Background: an optimization exercise with open tools, aiming at small area. Do not read the settings as production practice. Function was checked by simulation only, so behaviour that the tests miss may differ from the original. No activity file was given, so power comes from the tool's default toggle rates.

--- config.mk ---
export PLATFORM = sky130hd
export DESIGN_NAME = frame_frontend
export DESIGN_NICKNAME = frame_frontend
export VERILOG_FILES = /design/flow/design.v
export SDC_FILE = /design/flow/constraint.sdc
export NUM_CORES = 4
export LEC_CHECK = 0
export CAP_MARGIN = 20
export CORE_MARGIN = 2
export CORE_UTILIZATION = 30
export PLACE_DENSITY = 0.55
export SLEW_MARGIN = 20
--- constraint.sdc ---
create_clock -name core_clock -period 10.0 [get_ports {clk}]
set_input_delay 2.0000 -clock core_clock [delete_from_list [all_inputs] [get_ports {clk}]]
set_output_delay 2.0000 -clock core_clock [all_outputs]
set_load 0.01 [all_outputs]
--- design.v ---
module crc8_step (
    input  wire [7:0] crc_in,
    input  wire [7:0] data,
    output wire [7:0] crc_out
);
    reg [7:0] c;
    integer i;
    always @* begin
        c = crc_in;
        for (i = 7; i >= 0; i = i - 1) begin
            if (c[7] ^ data[i])
                c = {c[6:0], 1'b0} ^ 8'h31;
            else
                c = {c[6:0], 1'b0};
        end
    end
    assign crc_out = c;
endmodule
module frame_receiver #(
    parameter [7:0] P_PRE0 = 8'hAA,
    parameter [7:0] P_PRE1 = 8'h55,
    parameter [7:0] P_SEQ  = 8'h05,
    parameter [7:0] P_ADDR = 8'h10,
    parameter integer P_CAP = 256
) (
    input  wire       clk,
    input  wire       rst,
    input  wire       rearm,
    input  wire       rx_valid,
    input  wire [7:0] rx_data,
    output wire       rx_ready,
    input  wire [7:0] pl_idx,
    output wire [2:0] state,
    output wire [5:0] flags,
    output wire [7:0] len,
    output wire [7:0] opcode,
    output wire [7:0] pl_data
);
    localparam [2:0] S_PRE   = 3'd0,
                     S_LEN   = 3'd1,
                     S_SEQ   = 3'd2,
                     S_ADDR  = 3'd3,
                     S_ACC   = 3'd4,
                     S_DONE  = 3'd5,
                     S_FAULT = 3'd6;
    localparam F_PRE = 0, F_LEN = 1, F_SEQ = 2, F_ADDR = 3, F_CRC = 4, F_OVER = 5;
    reg [2:0] rx_state;
    reg [8:0] rx_count;
    reg [7:0] rx_len;
    reg [7:0] rx_crc;
    reg [5:0] rx_flags;
    reg [7:0] buffer [0:P_CAP-1];
    wire receiving = (rx_state == S_PRE) || (rx_state == S_LEN) ||
                     (rx_state == S_SEQ) || (rx_state == S_ADDR) ||
                     (rx_state == S_ACC);
    assign rx_ready = ~rst & receiving;
    wire accept = rx_valid & rx_ready;
    wire [7:0] crc_next;
    crc8_step u_crc (.crc_in(rx_crc), .data(rx_data), .crc_out(crc_next));
    wire oversize  = (rx_count >= P_CAP);
    wire last_byte = (rx_count + 9'd1) == ({1'b0, rx_len} + 9'd3);
    wire store = accept && !(rx_state == S_ACC && oversize);
    always @(posedge clk) begin
        if (store)
            buffer[rx_count[7:0]] <= rx_data;
    end
    always @(posedge clk) begin
        if (rst || rearm) begin
            rx_state <= S_PRE;
            rx_count <= 9'd0;
            rx_len   <= 8'd0;
            rx_crc   <= 8'd0;
            rx_flags <= 6'd0;
        end else if (accept) begin
            case (rx_state)
                S_PRE: begin
                    rx_count <= rx_count + 9'd1;
                    rx_crc   <= crc_next;
                    if (rx_count != 9'd0) begin
                        if (buffer[0] == P_PRE0 && rx_data == P_PRE1) begin
                            rx_state <= S_LEN;
                        end else begin
                            rx_state        <= S_FAULT;
                            rx_flags[F_PRE] <= 1'b1;
                        end
                    end
                end
                S_LEN: begin
                    rx_count <= rx_count + 9'd1;
                    rx_crc   <= crc_next;
                    rx_len   <= rx_data;
                    if (rx_data >= 8'd4 && rx_data <= 8'd253) begin
                        rx_state <= S_SEQ;
                    end else begin
                        rx_state        <= S_FAULT;
                        rx_flags[F_LEN] <= 1'b1;
                    end
                end
                S_SEQ: begin
                    rx_count <= rx_count + 9'd1;
                    rx_crc   <= crc_next;
                    if (rx_data == P_SEQ) begin
                        rx_state <= S_ADDR;
                    end else begin
                        rx_state        <= S_FAULT;
                        rx_flags[F_SEQ] <= 1'b1;
                    end
                end
                S_ADDR: begin
                    rx_count <= rx_count + 9'd1;
                    rx_crc   <= crc_next;
                    if (rx_data == P_ADDR) begin
                        rx_state <= S_ACC;
                    end else begin
                        rx_state         <= S_FAULT;
                        rx_flags[F_ADDR] <= 1'b1;
                    end
                end
                S_ACC: begin
                    if (oversize) begin
                        rx_state         <= S_FAULT;
                        rx_flags[F_OVER] <= 1'b1;
                    end else if (last_byte) begin
                        rx_count <= rx_count + 9'd1;
                        if (rx_data == rx_crc) begin
                            rx_state <= S_DONE;
                        end else begin
                            rx_state        <= S_FAULT;
                            rx_flags[F_CRC] <= 1'b1;
                        end
                    end else begin
                        rx_count <= rx_count + 9'd1;
                        rx_crc   <= crc_next;
                    end
                end
                default: ;
            endcase
        end
    end
    wire [7:0] rd_addr = pl_idx + 8'd6;
    assign state   = rx_state;
    assign flags   = rx_flags;
    assign len     = rx_len;
    assign opcode  = buffer[5];
    assign pl_data = buffer[rd_addr];
endmodule
module dispatcher #(
    parameter [7:0] P_OPC_GCODE = 8'h01
) (
    input  wire       clk,
    input  wire       rst,
    input  wire       fr_complete,
    input  wire       fr_faulted,
    input  wire [5:0] fr_flags,
    input  wire [7:0] fr_opcode,
    input  wire       gc_done,
    input  wire [2:0] gc_flags,
    output wire       rearm,
    output reg        gc_start,
    output reg        res_valid,
    output reg  [1:0] res_code,
    output reg  [9:0] res_flags
);
    localparam IDLE = 1'b0, WAIT = 1'b1;
    localparam [1:0] R_SUCCESS = 2'd0,
                     R_BADPKG  = 2'd1,
                     R_UNKNOWN = 2'd2,
                     R_BADCMD  = 2'd3;
    reg dp_state;
    wire is_gcode = (fr_opcode == P_OPC_GCODE);
    assign rearm = ~rst & (((dp_state == IDLE) && (fr_faulted || (fr_complete && !is_gcode))) ||
                           ((dp_state == WAIT) && gc_done));
    always @(posedge clk) begin
        if (rst) begin
            dp_state  <= IDLE;
            gc_start  <= 1'b0;
            res_valid <= 1'b0;
            res_code  <= R_SUCCESS;
            res_flags <= 10'd0;
        end else begin
            gc_start  <= 1'b0;
            res_valid <= 1'b0;
            if (dp_state == IDLE) begin
                if (fr_faulted) begin
                    res_code  <= R_BADPKG;
                    res_flags <= {4'b0000, fr_flags};
                    res_valid <= 1'b1;
                end else if (fr_complete) begin
                    if (is_gcode) begin
                        gc_start <= 1'b1;
                        dp_state <= WAIT;
                    end else begin
                        res_code  <= R_UNKNOWN;
                        res_flags <= 10'h040;
                        res_valid <= 1'b1;
                    end
                end
            end else if (gc_done) begin
                res_code  <= (gc_flags != 3'b000) ? R_BADCMD : R_SUCCESS;
                res_flags <= {gc_flags, 7'b0000000};
                res_valid <= 1'b1;
                dp_state  <= IDLE;
            end
        end
    end
endmodule
module frame_frontend (
    input  wire       clk,
    input  wire       rst,
    input  wire       rx_valid,
    input  wire [7:0] rx_data,
    output wire       rx_ready,
    output wire [2:0] fr_state,
    output wire       fr_complete,
    output wire       fr_faulted,
    output wire [5:0] fr_flags,
    output wire [7:0] fr_opcode,
    output wire [7:0] fr_len,
    output wire [7:0] pl_len,
    input  wire [7:0] pl_idx,
    output wire [7:0] pl_data,
    output wire       gc_start,
    input  wire       gc_done,
    input  wire [2:0] gc_flags,
    output wire       res_valid,
    output wire [1:0] res_code,
    output wire [9:0] res_flags
);
    localparam [7:0] P_PRE0      = 8'hAA;
    localparam [7:0] P_PRE1      = 8'h55;
    localparam [7:0] P_SEQ       = 8'h05;
    localparam [7:0] P_ADDR      = 8'h10;
    localparam [7:0] P_OPC_GCODE = 8'h01;
    localparam integer P_CAP     = 256;
    wire rearm;
    frame_receiver #(
        .P_PRE0(P_PRE0), .P_PRE1(P_PRE1), .P_SEQ(P_SEQ), .P_ADDR(P_ADDR), .P_CAP(P_CAP)
    ) u_rx (
        .clk(clk), .rst(rst), .rearm(rearm),
        .rx_valid(rx_valid), .rx_data(rx_data), .rx_ready(rx_ready),
        .pl_idx(pl_idx),
        .state(fr_state), .flags(fr_flags), .len(fr_len),
        .opcode(fr_opcode), .pl_data(pl_data)
    );
    assign fr_complete = (fr_state == 3'd5);
    assign fr_faulted  = (fr_state == 3'd6);
    assign pl_len      = fr_len - 8'd4;
    dispatcher #(.P_OPC_GCODE(P_OPC_GCODE)) u_dp (
        .clk(clk), .rst(rst),
        .fr_complete(fr_complete), .fr_faulted(fr_faulted),
        .fr_flags(fr_flags), .fr_opcode(fr_opcode),
        .gc_done(gc_done), .gc_flags(gc_flags),
        .rearm(rearm),
        .gc_start(gc_start), .res_valid(res_valid),
        .res_code(res_code), .res_flags(res_flags)
    );
endmodule
--- run.sh ---
#!/bin/bash
# synth_recipe.tcl (not shown) runs the flow's synth.tcl, then flattens the netlist and writes it again
# the make line also repeats each setting of config.mk as NAME=value (left out here)
make -C /OpenROAD-flow-scripts/flow DESIGN_CONFIG=/design/flow/config.mk WORK_HOME=/design/flow/orfs CLKGATE_MAP_FILE= SYNTH_SCRIPT=/design/flow/synth_recipe.tcl finish
==> flow_metrics.tcl <==
set metrics [dict create \
    synth_compound_area_frac 0.0191 \
    cpPeakStageDelay_ps 1000 \
    syn_avg_cell_area_um2 20.7 \
    min_path_type "flop to flop" \
    peakVddDrop_uv 173 \
    synth_cells 3999 \
    io_pins 81 \
    r2r_start "u_rx.rx_state[2]" \
    r2r_slack_ps 5610 \
    clock_sinks 2097 \
    grt_start_max_net_pins 165 \
    syn-num-nets 4030 \
    die_h_um 529 \
    drive_above_1_share 0.225 \
    fillers 25500 \
    synth_top_family_by_area "multiplexers" \
    period_needed_ps 8810 \
    yosysWarnings 3 \
    maxCapViolCount 0 \
    synth-main-ff-cell "edfxtp_1" \
    dp_hpwl_um 143000 \
    routed_via_density 5.14 \
    hold_violations 0 \
    tritoncts "done" \
    layout_common_cells "2048 x edfxtp_1, 545 x mux4_2, 298 x nor2_1" \
    ys_ff_latch 2097 \
    ys_seq_area_frac 0.755 \
    crit_path_top_delay_cell "ha_4" \
    synth_fa_ha_area_frac 0.00121 \
    fin_crit_sh 0.881 \
    setup_tns_ps 0 \
    rsz0062_at_grt "no" \
    path_max_fanout 64 \
    grt_pass1_vias 40700 \
    layout_setup_ws_ps 1190 \
    clk_pin_slew_ps 60 \
    pre_cts_ws_ps 1300 \
    async_flop_share 0 \
    startpoint_type "primary input" \
    fin_skew_ps 50.8 \
    synth_xor_area_frac 0.00766 \
    grt_pass1_wl_um 319000 \
    num_vias 41100 \
    netlist.area_leader.share 0.743 \
    die_w_um 529 \
    regToRegEndpoint "u_rx.buffer[93][0]" \
    cp.arrival_ps 6810 \
    setup_viol 0 \
    cp_common_cell "a211oi_1" \
    synth_area_um2 82800 \
    drc 0 \
    p_per_area_nw_per_um2 196 \
    end_kind "output pin" \
    yosys-top-cells-area "edfxtp_1 74%, mux4_2 15%, nor2_1 1.4%, mux2i_1 1.2%, dfxtp_1 1.2%" \
    gp_congestion 0.864 \
    grt_antenna_before_repair 19 \
    overflow 0 \
    drtPass1Iterations 5 \
    cts_setup_buffers 0 \
    cts_hold_buf 0 \
    synth-edff-count 2048 \
    hold_slack_ps 456 \
    crit_start "pl_idx[1]" \
    slew-limit-headroom 0.192 \
    clk-insertion-delay-late_ps 860 \
    drt_wl_total_um 227000 \
    cts_resized 0 \
    cp.required_ps 8000 \
    grt_use_total 0.159 \
    worst-r2r-cell-count 6 \
    yosysTopAreaCell "edfxtp_1" \
    fmax_ghz 0.113 \
    crit_type "primary input to output pin" \
    ant_nets 0 \
    die-area_um2 280000 \
    core_area_um2 274000 \
    synth.area.mux_share 0.163 \
    layout_commonest_cell "edfxtp_1" \
    maxSlewViolCount 0 \
    initial_utilization 0.302 \
    total_leakage_power_nw 28.7 \
    outcome "timing/DRC/antenna clean" \
    cts_buffer_depth 3 \
    synth_cell_type_count 72 \
    avgRoutedWirePerCell_um 28.4 \
    nets 4177 \
    worst_pin_slew_ps 1210 \
    root_buffer "clkbuf_16" \
    synth-simple-area-share 0.0371 \
    worstPathCellList "buf_8, inv_1, ha_4, nand2_1, o221ai_1, o22ai_1, a211oi_1, a211oi_1, nor4_2, clkdlybuf4s50_1" \
    crit_end "pl_data[5]" \
    portBuffers 80 \
    drt_iter0_markers 5039 \
    cts_buffers 204 \
    cts_max_level 4 \
    row_count 192 \
    area_growth_pct 14.1 \
]
## Yosys cell counts, drive strengths merged, types with 27 or more instances
cell type and number:
nand3 69, buf 148, nand2 240, xnor2 35
o22ai 31, nor2 301, a211oi 27, mux4 550
mux2i 101, a21oi 35, edfxtp 2048, clkbuf 88
dfxtp 49
## cell families after synthesis
| group | after synthesis |
|---|---|
| AO/OA/AOI/OAI | 220 |
| adder cells (fa/ha/maj) | 8 |
| multiplexers | 658 |
| flip-flops | 2097 |
| XOR/XNOR | 58 |
| buffers and inverters | 248 |
| AND/OR/NAND/NOR | 710 |
## worst max-delay path, delay by kind of cell
family,cells,cell delay (ps)
buf+inv,3,1290
fa+ha+maj,1,1000
simple gates,2,1230
compound gates,4,1180
## metal layers
metal,up-vias,global-route usage,part of all wire
met1,22300,0.234,0.44
met3,267,0.0322,0.084
met4,10,0.0384,0.021
li1,16800,-,-
met2,1726,0.242,0.46
met5,-,0,0.00029
## sequential cells by signal, summed over array words and instances, names as in the netlist
register        cells
u_dp.dp_state       1
u_dp.gc_start       1
u_dp.res_code       2
u_dp.res_flags     10
u_dp.res_valid      1
u_rx.buffer      2048
u_rx.rx_count       9
u_rx.rx_crc         8
u_rx.rx_flags       6
u_rx.rx_len         8
u_rx.rx_state       3
## power by group
group	switching [W]	total (W)	internal, W
sequential	0.0000105	0.00966	0.00965
clock	0.00338	0.00765	0.00427
combinational	0.000777	0.00121	0.000437
total	0.00417	0.0185	0.0144
## how the worst min path moves through the flow
stage / start / end / slack, ps / depth (start not counted)
6_report: u_dp.res_flags[9] / u_dp.res_flags[9] / 460 / 2
5_1_grt: u_dp.res_flags[9] / u_dp.res_flags[9] / 490 / 2
4_1_cts: u_dp.res_flags[9] / u_dp.res_flags[9] / 460 / 2
3_5_place_dp: u_dp.res_flags[8] / u_dp.res_flags[8] / 450 / 2
3_3_place_gp: u_dp.res_flags[9] / u_dp.res_flags[9] / 440 / 2
2_1_floorplan: u_rx.rx_crc[5] / u_rx.rx_crc[5] / 450 / 2
## final cells by class
class | instances | area (um2) | area share
Multi-Input combinational cell | 1654 | 19000 | 0.201
Antenna cell | 5 | 12.5 | 0.000132
Inverter | 12 | 45.0 | 0.000477
Clock buffer | 255 | 5380 | 0.0569
Clock inverter | 118 | 1200 | 0.0127
Timing Repair Buffer | 177 | 1800 | 0.0191
Tap cell | 3686 | 4610 | 0.0488
Sequential cell | 2097 | 62500 | 0.661
## through the flow
step                      power [W]  instances  area, um2   util
after floorplan              0.0105       3999      82800      -
after global placement       0.0111       7624      87900  0.321
after detailed placement     0.0111       7625      87900  0.321
after CTS                    0.0186       7998      94500  0.345
after global routing         0.0190       8001      94500  0.345
final                        0.0185       8004      94500  0.345

## re-timing with driven ports
The flow's constraints put no driver on any port. The routed layout listed below was extracted and timed again, unchanged, in two steps. Step 1 (the two cells are an assumption about what drives the block):
set clk [get_ports {clk}]
set_driving_cell -lib_cell sky130_fd_sc_hd__clkbuf_16 $clk
set_driving_cell -lib_cell sky130_fd_sc_hd__buf_2 [delete_from_list [all_inputs] $clk]
Step 2, shift: input delay + t, output delay - t, t = (earliest + latest rising clock arrival at the registers) / 2. This alone moves slack from input paths to output paths. a / b / c = ideal / step 1 / step 2; a / b = the first two.
shift t [ns]: 0.940
setup WS [ns]: 1.186 / 1.126 / 1.126
hold WS [ns]: 0.456 / 0.456 / 0.456
worst register clock-pin slew, ns: 0.07 / 0.07
worst data-port slew with drivers (ns): 0.11
After both steps this run still meets setup and hold. The setup slack of this run moves by -0.060 ns with the drivers and by -0.060 ns with both steps.
